Context: an optimization exercise on an open-source flow, tuned for small area. The choices shown serve that exercise and are no tape-out recipe.
At most, simulation tests tie the RTL to the original design; equivalence was not proved.
No activity file was given, so power comes from the tool's default toggle rates.

==> 01-09 <==
==> flow/design.v <==
module pipe_core (
    input  wire        clk,
    input  wire        rst,
    output wire [31:0] imem_addr,
    input  wire [31:0] imem_rdata,
    output wire [4:0]  rf_raddr1,
    output wire [4:0]  rf_raddr2,
    input  wire [31:0] rf_rdata1,
    input  wire [31:0] rf_rdata2,
    output wire        rf_we,
    output wire [4:0]  rf_waddr,
    output wire [31:0] rf_wdata,
    output wire [31:0] dmem_addr,
    output wire        dmem_re,
    output wire        dmem_we,
    output wire [31:0] dmem_wdata,
    input  wire [31:0] dmem_rdata,
    output wire [31:0] pc,
    output wire [31:0] ifid_instr,
    output wire [31:0] idex_instr,
    output wire [31:0] exmem_instr,
    output wire [31:0] memwb_instr
);
    reg [31:2] pc_q;         
    reg [31:0] ifid_q;
    reg [31:0] idex_q;
    reg [31:0] exmem_q;
    reg [31:0] memwb_q;
    reg [31:0] ex_a_q;       
    reg [31:0] ex_b_q;       
    reg [31:0] mem_alu_q;    
    reg [31:0] mem_wd_q;     
    reg [31:0] wb_q;         
    wire [5:0] d_op = ifid_q[31:26];
    wire [4:0] d_rs = ifid_q[25:21];
    wire [4:0] d_rt = ifid_q[20:16];
    wire [5:0] e_op = idex_q[31:26];
    wire       e_rtype = (e_op == 6'h00);
    wire       e_lw    = (e_op == 6'h23);
    wire       e_wr    = e_rtype | e_lw;
    wire [4:0] e_dst   = e_op[0] ? idex_q[20:16] : idex_q[15:11];
    wire [5:0] m_op = exmem_q[31:26];
    wire       m_lw = (m_op == 6'h23);
    wire       m_sw = (m_op == 6'h2B);
    wire       m_wr = (m_op == 6'h00) | m_lw;
    wire [4:0] m_dst = m_op[0] ? exmem_q[20:16] : exmem_q[15:11];
    wire [5:0] w_op = memwb_q[31:26];
    wire       w_wr = (w_op == 6'h00) | (w_op == 6'h23);
    wire [4:0] w_dst = w_op[0] ? memwb_q[20:16] : memwb_q[15:11];
    wire [5:0]  e_fn  = idex_q[5:0];
    wire        e_imm = e_op[5];
    wire [31:0] e_b   = e_imm ? {{16{idex_q[15]}}, idex_q[15:0]} : ex_b_q;
    wire        e_sub = ~e_imm & e_fn[1];
    wire [32:0] e_sum;
    pc_bk_add #(.N(32)) u_alu_add (.a(ex_a_q), .b(e_b ^ {32{e_sub}}), .cin(e_sub), .s(e_sum[31:0]), .cout(e_sum[32]));
    wire        e_lt  = ~e_sum[32];
    wire        e_fok   = e_fn[5] & ~e_fn[4];
    wire        e_addsub = e_imm | (e_fok & e_fn[3:0] == 4'h0) | (e_fok & e_fn[3:0] == 4'h2);
    wire        e_and   = ~e_imm & e_fok & (e_fn[3:0] == 4'h4);
    wire        e_or    = ~e_imm & e_fok & (e_fn[3:0] == 4'h5);
    wire        e_slt   = ~e_imm & e_fok & (e_fn[3:0] == 4'hA);
    wire [31:0] e_res = ({32{e_addsub}} & e_sum[31:0])
                      | ({32{e_and}} & (ex_a_q & ex_b_q))
                      | ({32{e_or}}  & (ex_a_q | ex_b_q))
                      | {31'd0, e_slt & e_lt};
    wire [31:0] m_wb = m_lw ? dmem_rdata : mem_alu_q;
    wire [4:0] f_rs = imem_rdata[25:21];
    wire [4:0] f_rt = imem_rdata[20:16];
    wire [5:0] d_opx = ifid_q[31:26];
    wire       d_wr  = (d_opx == 6'h00) | (d_opx == 6'h23);
    wire [4:0] d_dst = d_opx[0] ? ifid_q[20:16] : ifid_q[15:11];
    reg m_hit_rs, m_hit_rt, e_hit_rs, e_hit_rt;
    always @(posedge clk) begin
        if (rst) begin
            m_hit_rs <= 1'b0;
            m_hit_rt <= 1'b0;
            e_hit_rs <= 1'b0;
            e_hit_rt <= 1'b0;
        end else begin
            m_hit_rs <= e_wr & (e_dst == f_rs) & (|f_rs);
            m_hit_rt <= e_wr & (e_dst == f_rt) & (|f_rt);
            e_hit_rs <= d_wr & (d_dst == f_rs) & (|f_rs);
            e_hit_rt <= d_wr & (d_dst == f_rt) & (|f_rt);
        end
    end
    wire [31:0] d_eq_a = m_hit_rs ? mem_alu_q : rf_rdata1;
    wire [31:0] d_eq_b = m_hit_rt ? mem_alu_q : rf_rdata2;
    wire        d_equal = (d_eq_a == d_eq_b);
    wire [31:0] d_fa = e_hit_rs ? e_res : (m_hit_rs & m_lw) ? dmem_rdata : d_eq_a;
    wire [31:0] d_fb = e_hit_rt ? e_res : (m_hit_rt & m_lw) ? dmem_rdata : d_eq_b;
    wire        d_beq   = (d_op == 6'h04);
    wire        d_j     = (d_op == 6'h02);
    wire        d_taken = d_beq & d_equal;
    wire [29:0] d_pc4, d_br;
    wire        d_pc4_co, d_br_co;
    pc_bk_add #(.N(30)) u_pc_inc (.a(pc_q), .b(30'd0), .cin(1'b1), .s(d_pc4), .cout(d_pc4_co));
    pc_bk_add #(.N(30)) u_pc_br (.a(pc_q), .b({{14{ifid_q[15]}}, ifid_q[15:0]}), .cin(1'b1), .s(d_br), .cout(d_br_co));
    wire [29:0] d_seq   = d_taken ? d_br : d_pc4;
    wire [31:2] d_next  = d_j ? {d_pc4[29:26], ifid_q[25:0]} : d_seq;
    assign imem_addr   = {pc_q, 2'b00};
    assign pc          = {pc_q, 2'b00};
    assign rf_raddr1   = d_rs;
    assign rf_raddr2   = d_rt;
    assign rf_we       = w_wr;
    assign rf_waddr    = w_dst;
    assign rf_wdata    = wb_q;
    assign dmem_addr   = mem_alu_q;
    assign dmem_re     = m_lw;
    assign dmem_we     = m_sw;
    assign dmem_wdata  = mem_wd_q;
    assign ifid_instr  = ifid_q;
    assign idex_instr  = idex_q;
    assign exmem_instr = exmem_q;
    assign memwb_instr = memwb_q;
    always @(posedge clk) begin
        if (rst) begin
            pc_q    <= 30'd0;
            ifid_q  <= 32'd0;
            idex_q  <= 32'd0;
            exmem_q <= 32'd0;
            memwb_q <= 32'd0;
        end else begin
            pc_q    <= d_next;
            ifid_q  <= imem_rdata;
            idex_q  <= ifid_q;
            exmem_q <= idex_q;
            memwb_q <= exmem_q;
        end
    end
    always @(posedge clk) begin
        ex_a_q    <= d_fa;
        ex_b_q    <= d_fb;
        mem_alu_q <= e_res;
        mem_wd_q  <= ex_b_q;
        wb_q      <= m_wb;
    end
endmodule
module pc_bk_add #(parameter N = 32) (
    input  wire [N-1:0] a,
    input  wire [N-1:0] b,
    input  wire         cin,
    output wire [N-1:0] s,
    output wire         cout
);
    localparam integer TOPD = 1 << ($clog2(N) - 1);
    reg [N-1:0] g, p;
    reg [N:0]   c;
    integer i, d;
    always @(*) begin
        g = a & b;
        p = a ^ b;
        g[0] = g[0] | (p[0] & cin);
        for (d = 1; d < N; d = d * 2)
            for (i = 2 * d - 1; i < N; i = i + 2 * d) begin
                g[i] = g[i] | (p[i] & g[i-d]);
                p[i] = p[i] & p[i-d];
            end
        for (d = TOPD; d >= 1; d = d / 2)
            for (i = 3 * d - 1; i < N; i = i + 2 * d) begin
                g[i] = g[i] | (p[i] & g[i-d]);
                p[i] = p[i] & p[i-d];
            end
        c[0] = cin;
        for (i = 0; i < N; i = i + 1)
            c[i+1] = g[i];
    end
    assign s    = a ^ b ^ c[N-1:0];
    assign cout = c[N];
endmodule
==> flow/flow/run.sh <==
#!/bin/bash
set -euo pipefail
bash standard.sh \
  "BUFFER_PORTS_ARGS=-buffer_cell sky130_fd_sc_hd__buf_1" \
  "CTS_ARGS=-sink_clustering_enable -repair_clock_nets -buf_list sky130_fd_sc_hd__clkbuf_16 -sink_clustering_size 24 -sink_clustering_max_diameter 80 -dont_use_dummy_load" \
  finish > standard.log 2>&1
==> flow/standard.sh <==
#!/bin/bash
# synth_recipe.tcl (not shown) runs the flow's synth.tcl, then flattens the netlist and writes it again
# the make line also repeats each setting of config.mk as NAME=value (left out here)
make -C /OpenROAD-flow-scripts/flow DESIGN_CONFIG=/design/flow/config.mk WORK_HOME=/design/flow/orfs CLKGATE_MAP_FILE= SYNTH_SCRIPT=/design/flow/synth_recipe.tcl "${@:-finish}"
==> flow/config.mk <==
export PLATFORM = sky130hd
export DESIGN_NAME = pipe_core
export DESIGN_NICKNAME = pipe_core
export VERILOG_FILES = /design/flow/design.v
export SDC_FILE = /design/flow/constraint.sdc
export NUM_CORES = 4
export LEC_CHECK = 0
export CAP_MARGIN = 20
export CORE_MARGIN = 2
export CORE_UTILIZATION = 40
export SLEW_MARGIN = 20
==> flow/constraint.sdc <==
create_clock -name core_clock -period 5.5 [get_ports {clk}]
set_input_delay 1.1000 -clock core_clock [delete_from_list [all_inputs] [get_ports {clk}]]
set_output_delay 1.1000 -clock core_clock [all_outputs]
set_load 0.01 [all_outputs]
==> 12-07: changes against 01-09 <==
--- a/flow/design.v
+++ b/flow/design.v
@@ -87,13 +87,42 @@
     wire [31:0] d_eq_b = m_hit_rt ? mem_alu_q : rf_rdata2;
     wire        d_equal = (d_eq_a == d_eq_b);
-    wire [31:0] d_fa = e_hit_rs ? e_res : (m_hit_rs & m_lw) ? dmem_rdata : d_eq_a;
-    wire [31:0] d_fb = e_hit_rt ? e_res : (m_hit_rt & m_lw) ? dmem_rdata : d_eq_b;
+    wire a_se = e_hit_rs;
+    wire a_sl = ~e_hit_rs & m_hit_rs & m_lw;
+    wire a_sc = ~e_hit_rs & m_hit_rs & ~m_lw;
+    wire a_sr = ~e_hit_rs & ~m_hit_rs;
+    wire b_se = e_hit_rt;
+    wire b_sl = ~e_hit_rt & m_hit_rt & m_lw;
+    wire b_sc = ~e_hit_rt & m_hit_rt & ~m_lw;
+    wire b_sr = ~e_hit_rt & ~m_hit_rt;
+    wire [31:0] d_fa = ({32{a_se}} & e_res) | ({32{a_sl}} & dmem_rdata)
+                     | ({32{a_sc}} & mem_alu_q) | ({32{a_sr}} & rf_rdata1);
+    wire [31:0] d_fb = ({32{b_se}} & e_res) | ({32{b_sl}} & dmem_rdata)
+                     | ({32{b_sc}} & mem_alu_q) | ({32{b_sr}} & rf_rdata2);
     wire        d_beq   = (d_op == 6'h04);
     wire        d_j     = (d_op == 6'h02);
     wire        d_taken = d_beq & d_equal;
-    wire [29:0] d_pc4, d_br;
-    wire        d_pc4_co, d_br_co;
-    pc_bk_add #(.N(30)) u_pc_inc (.a(pc_q), .b(30'd0), .cin(1'b1), .s(d_pc4), .cout(d_pc4_co));
-    pc_bk_add #(.N(30)) u_pc_br (.a(pc_q), .b({{14{ifid_q[15]}}, ifid_q[15:0]}), .cin(1'b1), .s(d_br), .cout(d_br_co));
+    wire [15:0] pc_lo = pc_q[17:2];
+    wire [13:0] pc_hi = pc_q[31:18];
+    wire [15:0] br_lo;
+    wire        br_c16;
+    pc_bk_add #(.N(16)) u_pc_br (.a(pc_lo), .b(ifid_q[15:0]), .cin(1'b1), .s(br_lo), .cout(br_c16));
+    reg  [16:0] lo_run;      
+    reg  [13:0] hi_inc;      
+    reg  [13:0] hi_dec;      
+    integer k;
+    always @(*) begin
+        lo_run[0] = 1'b1;
+        for (k = 0; k < 16; k = k + 1) lo_run[k+1] = lo_run[k] & pc_lo[k];
+        hi_inc[0] = 1'b1;
+        hi_dec[0] = 1'b1;
+        for (k = 0; k < 13; k = k + 1) begin
+            hi_inc[k+1] = hi_inc[k] & pc_hi[k];
+            hi_dec[k+1] = hi_dec[k] & ~pc_hi[k];
+        end
+    end
+    wire        br_up   = ~ifid_q[15] & br_c16;
+    wire        br_down = ifid_q[15] & ~br_c16;
+    wire [29:0] d_pc4 = {pc_hi ^ ({14{lo_run[16]}} & hi_inc), pc_lo ^ lo_run[15:0]};
+    wire [29:0] d_br  = {pc_hi ^ (({14{br_up}} & hi_inc) | ({14{br_down}} & hi_dec)), br_lo};
     wire [29:0] d_seq   = d_taken ? d_br : d_pc4;
     wire [31:2] d_next  = d_j ? {d_pc4[29:26], ifid_q[25:0]} : d_seq;
@@ -143,5 +172,5 @@
     output wire         cout
 );
-    localparam integer TOPD = 1 << ($clog2(N) - 1);
+    localparam integer TOPD = (N > 32) ? 32 : (N > 16) ? 16 : (N > 8) ? 8 : (N > 4) ? 4 : (N > 2) ? 2 : 1;
     reg [N-1:0] g, p;
     reg [N:0]   c;
==> flow/flow/run.sh (replaced) <==
#!/bin/bash
set -euo pipefail
bash standard.sh \
  "BUFFER_PORTS_ARGS=-buffer_cell sky130_fd_sc_hd__buf_1" \
  "CTS_ARGS=-sink_clustering_enable -repair_clock_nets -buf_list sky130_fd_sc_hd__clkbuf_4 -sink_clustering_size 8 -sink_clustering_max_diameter 40 -dont_use_dummy_load" \
  finish > standard.log 2>&1
--- a/flow/config.mk
+++ b/flow/config.mk
@@ -8,4 +8,4 @@
 export CAP_MARGIN = 20
 export CORE_MARGIN = 2
-export CORE_UTILIZATION = 40
+export CORE_UTILIZATION = 60
 export SLEW_MARGIN = 20
==> notes.md <==
* Starting Density at 0.613
* Multi-input combinational area share at 0.464
* Drt wl/cell at 19.9 um
* ClkCell Share at 0.0212
* CP delay by family, top: compound AO/OA/AOI/OAI gates
* Power Clock at 1.17 mW
* Status: complete, no violations
* Power per cell area at 269 nW/um^2
* Share of layout cells above drive strength 1 at 0.0495
* Hold Slack at 0.394 ns
* Clk pwr share at 0.250
* DP Wirelength at 36200 um
* Worst slew pin tran at 1.11 ns
* Die Span X at 165 um
the above is filed under 12-07

==> notes.md <==
* Share of layout cells above drive strength 1 at 0.0520
* Reg2Reg Setup Slack at 0.95 ns
* Power Clock at 1.52 mW
* Drt wl/cell at 20.8 um
* Die Span X at 206 um
* Status: complete, no violations
* Multi-input combinational area share at 0.485
* Worst slew pin tran at 1.08 ns
* ClkCell Share at 0.0296
* CP delay by family, top: simple AND/OR/NAND/NOR gates
* Starting Density at 0.403
* Power per cell area at 269 nW/um^2
the above is filed under 01-09

Function not checked in 01-09: the RTL went through the layout flow alone.

-- what the ideal ports hide --
Ports are ideal in the flow. The routed layouts listed here were re-timed in OpenROAD. Step 1, drivers: a clkbuf_16 drives clk and a buf_2 each remaining input, both assumed. Step 2 also shifts input and output timing later by t, the mid clock arrival at the registers, as if the neighbouring blocks saw the same clock. a / b / c = ideal ports / drivers / drivers and shift; a / b = the first two.
run | shift t [ns] | slack for setup (ns) | hold slack, ns | worst setup path after step 2
01-09 | 0.588 | 0.949 / 0.949 / 0.949 | 0.363 / 0.363 / 0.363 | register to register
12-07 | 0.717 | 0.565 / 0.565 / 0.565 | 0.394 / 0.394 / 0.394 | register to register
After both steps every run listed still meets setup and hold.
